This design comes from an exercise in tuning for small area, a short achievable clock period and few clock cycles on the open sky130 flow, not from production work.
In this exercise RTL edits were held to simulation tests only and were not proved equivalent to the original.

== try-juniper ==
// cic_seed
module cic_seed (
    input  wire        clk,
    input  wire        rst,           
    input  wire        start,         
    input  wire [31:0] image_size,    
    output reg         ready,
    output reg         done,          
    output wire [31:0] seed,
    output wire [31:0] crc,
    output reg         img_req,
    output reg  [8:0]  img_addr,      
    input  wire        img_gnt,
    input  wire        img_rvalid,
    input  wire [63:0] img_rdata
);
Size: about 180 I/O pins, roughly 6900 sq um of cells after synthesis.
==> flow/config.mk <==
export PLATFORM = sky130hd
export DESIGN_NAME = cic_seed
export DESIGN_NICKNAME = cic_seed
export VERILOG_FILES = /design/flow/design.v
export SDC_FILE = /design/flow/constraint.sdc
export NUM_CORES = 4
export LEC_CHECK = 0
export CAP_MARGIN = 20
export CORE_MARGIN = 2
export CORE_UTILIZATION = 40
export SLEW_MARGIN = 20
==> flow/constraint.sdc <==
create_clock -name core_clock -period 5.0 [get_ports {clk}]
set_input_delay 1.0000 -clock core_clock [delete_from_list [all_inputs] [get_ports {clk}]]
set_output_delay 1.0000 -clock core_clock [all_outputs]
set_load 0.01 [all_outputs]
standard.sh (not shown) runs the stock make flow with config.mk's settings and CLKGATE_MAP_FILE= SYNTH_SCRIPT=/design/flow/synth_recipe.tcl, a recipe that flattens the netlist after the stock synthesis.
==> flow/flow/run.sh <==
#!/bin/bash
# Own flow: the standard layout (standard.sh, unchanged ORFS steps and
# synthesis) with these changes:
#  - ORFS's scripts are copied to ./scripts and ABC's speed script replaced by
#    flow/abc.script (plain delay-oriented mapping without ABC's blanket
#    buffering and upsizing; the placer's repair sizes the critical cells);
#  - three-input XOR/XNOR cells are added to the don't-use list;
#  - the ports get a plain buffer cell;
#  - any extra ORFS variables listed in flow/vars.txt.
# Each tool's output goes to the ORFS logs under orfs/logs; make's own output
# goes to standard_make.log here.
set -euo pipefail
rm -rf scripts
cp -r "$FLOW_HOME/scripts" scripts
cp flow/abc.script scripts/abc_speed.script
PLATFORM_DONT_USE=$(sed -n '/^export DONT_USE_CELLS += /,/^$/p' "$FLOW_HOME/platforms/sky130hd/config.mk" \
    | sed 's/export DONT_USE_CELLS += //; s/\\//g' | tr -s ' \n' ' ')
EXTRA_DONT_USE="sky130_fd_sc_hd__xnor3_1 sky130_fd_sc_hd__xnor3_2 sky130_fd_sc_hd__xnor3_4 sky130_fd_sc_hd__xor3_1 sky130_fd_sc_hd__xor3_2 sky130_fd_sc_hd__xor3_4"
VARS=()
if [[ -f flow/vars.txt ]]; then
    while read -r line; do [[ -n "$line" ]] && VARS+=("$line"); done < flow/vars.txt
fi
bash standard.sh "SCRIPTS_DIR=$PWD/scripts" \
    "DONT_USE_CELLS=$PLATFORM_DONT_USE $EXTRA_DONT_USE" \
    "BUFFER_PORTS_ARGS=-buffer_cell sky130_fd_sc_hd__buf_2" \
    "${VARS[@]}" finish > standard_make.log 2>&1
==> flow/flow/abc.script <==
&get -n
&st
&dch
&nf
&put
==> flow/flow/vars.txt <==
CORE_UTILIZATION=70
PLACE_DENSITY=0.75
SETUP_SLACK_MARGIN=2.0
Testbench counts of try-juniper, summed over its fixed seeds: cycles 32,456.
Input-level comparison between try-sierra and try-juniper:
==> flow/flow/vars.txt <==
CORE_UTILIZATION=70
PLACE_DENSITY=0.75
SETUP_SLACK_MARGIN=2.4
==> run notes <==
try-juniper finished end to end and its layout was clean on timing, DRC and antenna.
try-sierra never completed; the flow aborted with a tool error in 4_1_cts.
XOR/XNOR share of the synthesized area: try-juniper vs try-sierra identical
Placer's final routability congestion estimate: try-sierra vs try-juniper up 0.0068
Reported for try-juniper and try-sierra, async set or reset register ratio after synthesis turned out identical to the last digit.
From try-juniper to try-sierra, synthesized instance count did not move at all.
Per the comparison of try-sierra with try-juniper, count of buffers added by post-CTS timing repair for setup has increased; area after detailed placement has increased; number of placed instances with taps included has decreased.
try-sierra vs. try-juniper: worst slack at placement went up by 0.32 ns.
The post-cts gate resize count in try-sierra sits 330% above the value recorded for try-juniper.
Mean post-synth cell area: try-juniper vs try-sierra identical
On total half-perimeter wirelength after legalization and detailed placement, try-sierra does worse than try-juniper.
What try-harbor does differently from try-sierra at the input level:
==> flow/flow/vars.txt <==
SETUP_SLACK_MARGIN=2.4
## What came out
- try-harbor vs try-sierra — floorplan die height rose 32 um.
- From try-sierra to try-harbor, maximum level of the CTS H-tree did not move at all.
- [try-harbor] total placed instance area rose 130 sq um relative to try-sierra
- In the metrics for try-harbor and try-sierra, the one carrying the higher placer congestion estimate is try-sierra.
- try-harbor ran to completion and came out clean on the timing, design-rule and antenna checks.
- Diff try-sierra -> try-harbor: netlist area before placement held steady; post-CTS setup buffer count went down 7; post-cts resize count has decreased.
- In the reports for try-harbor and try-sierra, the larger starting utilization of the core area belongs to try-sierra.
- Placement-stage worst setup slack (lower): try-harbor
## Diff of input files: try-maple against try-harbor
==> flow/flow/vars.txt <==
CORE_UTILIZATION=70
PLACE_DENSITY=0.75
SETUP_SLACK_MARGIN=2.8
[summary]
Seen in the log of try-maple: DPL-0038 during 4_1_cts, after which the run never completed.
Instance area at placement: try-maple and try-harbor compared, higher one is try-maple
try-maple vs. try-harbor: number of enable-type register cells in the synthesized netlist stayed essentially flat; total instance count after detailed placement fell by 91; placement-stage worst setup slack rose by 0.19 ns; initial core utilization rose by 30 points; maximum buffer depth of the clock tree stayed essentially flat.

========
Another version of the RTL of cic_seed (not shown whole).
Size: ~760 cells after synthesis, about 57 flip-flops, about 180 I/O pins, about 7300 um2 of cells after synthesis.
export LEC_CHECK = 0
export CAP_MARGIN = 20
export CORE_MARGIN = 2
export CORE_UTILIZATION = 40
export SLEW_MARGIN = 20
create_clock -name core_clock -period 5.0 [get_ports {clk}]
==> flow/flow/abc.script <==
&get -n
&st
&dch
&nf
&st
&syn2
&if -g -K 6
&synch2
&nf
&st
&syn2
&if -g -K 6
&synch2
&nf
&st
&syn2
&if -g -K 6
&synch2
&nf
&st
&syn2
&if -g -K 6
&synch2
&nf
&st
&syn2
&if -g -K 6
&synch2
&nf
&put
buffer -c
topo
stime -c
upsize -c
dnsize -c
==> flow/flow/vars.txt <==
CORE_UTILIZATION=65
PLACE_DENSITY=0.72
SETUP_SLACK_MARGIN=2.1
BUFFER_PORTS_ARGS=-buffer_cell sky130_fd_sc_hd__buf_1
CTS_BUF_LIST=sky130_fd_sc_hd__clkbuf_4 sky130_fd_sc_hd__clkbuf_8
Scripts as last shown in full above: flow/flow/run.sh
Testbench counts at the start, summed over its fixed seeds: cycles 32,456.
Next try:
==> flow/flow/abc.script (replaced) <==
&get -n
&st
&dch
&nf
&put
==> flow/flow/vars.txt (replaced) <==
CORE_UTILIZATION=60
PLACE_DENSITY=0.7
SETUP_SLACK_MARGIN=2.4
BUFFER_PORTS_ARGS=-buffer_cell sky130_fd_sc_hd__buf_1
CTS_BUF_LIST=sky130_fd_sc_hd__clkbuf_4
Result: Routed wire length rose by 30%; final area rose by 16%; hold slack improved by 54 ps.

static timing again, ports no longer ideal:
How much do the figures lean on ideal ports? The routed layouts below were timed once more, with nothing changed but the port constraints. Step 1 assumes that a clkbuf_16 drives the clock port and a buf_2 every other input. Step 2, shift: input delay + t, output delay - t, t = (earliest + latest rising clock arrival at the registers) / 2. This alone moves slack from input paths to output paths. a / b / c = ideal / step 1 / step 2; a / b = the first two.
run | shift t [ns] | slack for setup (ns) | worst register clock-pin slew, ns | pins driven straight from the clock port
try-juniper | 0.366 | 2.030 / 2.026 / 1.660 | 0.06 / 0.06 | 1
try-harbor | 0.363 | 2.334 / 2.351 / 1.988 | 0.06 / 0.06 | 1
the first run of note 2 | 0.375 | 2.081 / 2.094 / 1.719 | 0.07 / 0.07 | 1
the second run of note 2 | 0.475 | 2.091 / 2.105 / 1.630 | 0.10 / 0.10 | 1
After both steps setup and hold are still met in every run listed. For the second run of note 2, which loses most, drivers alone change the setup slack by +0.014 ns; drivers and shift together by -0.461 ns.
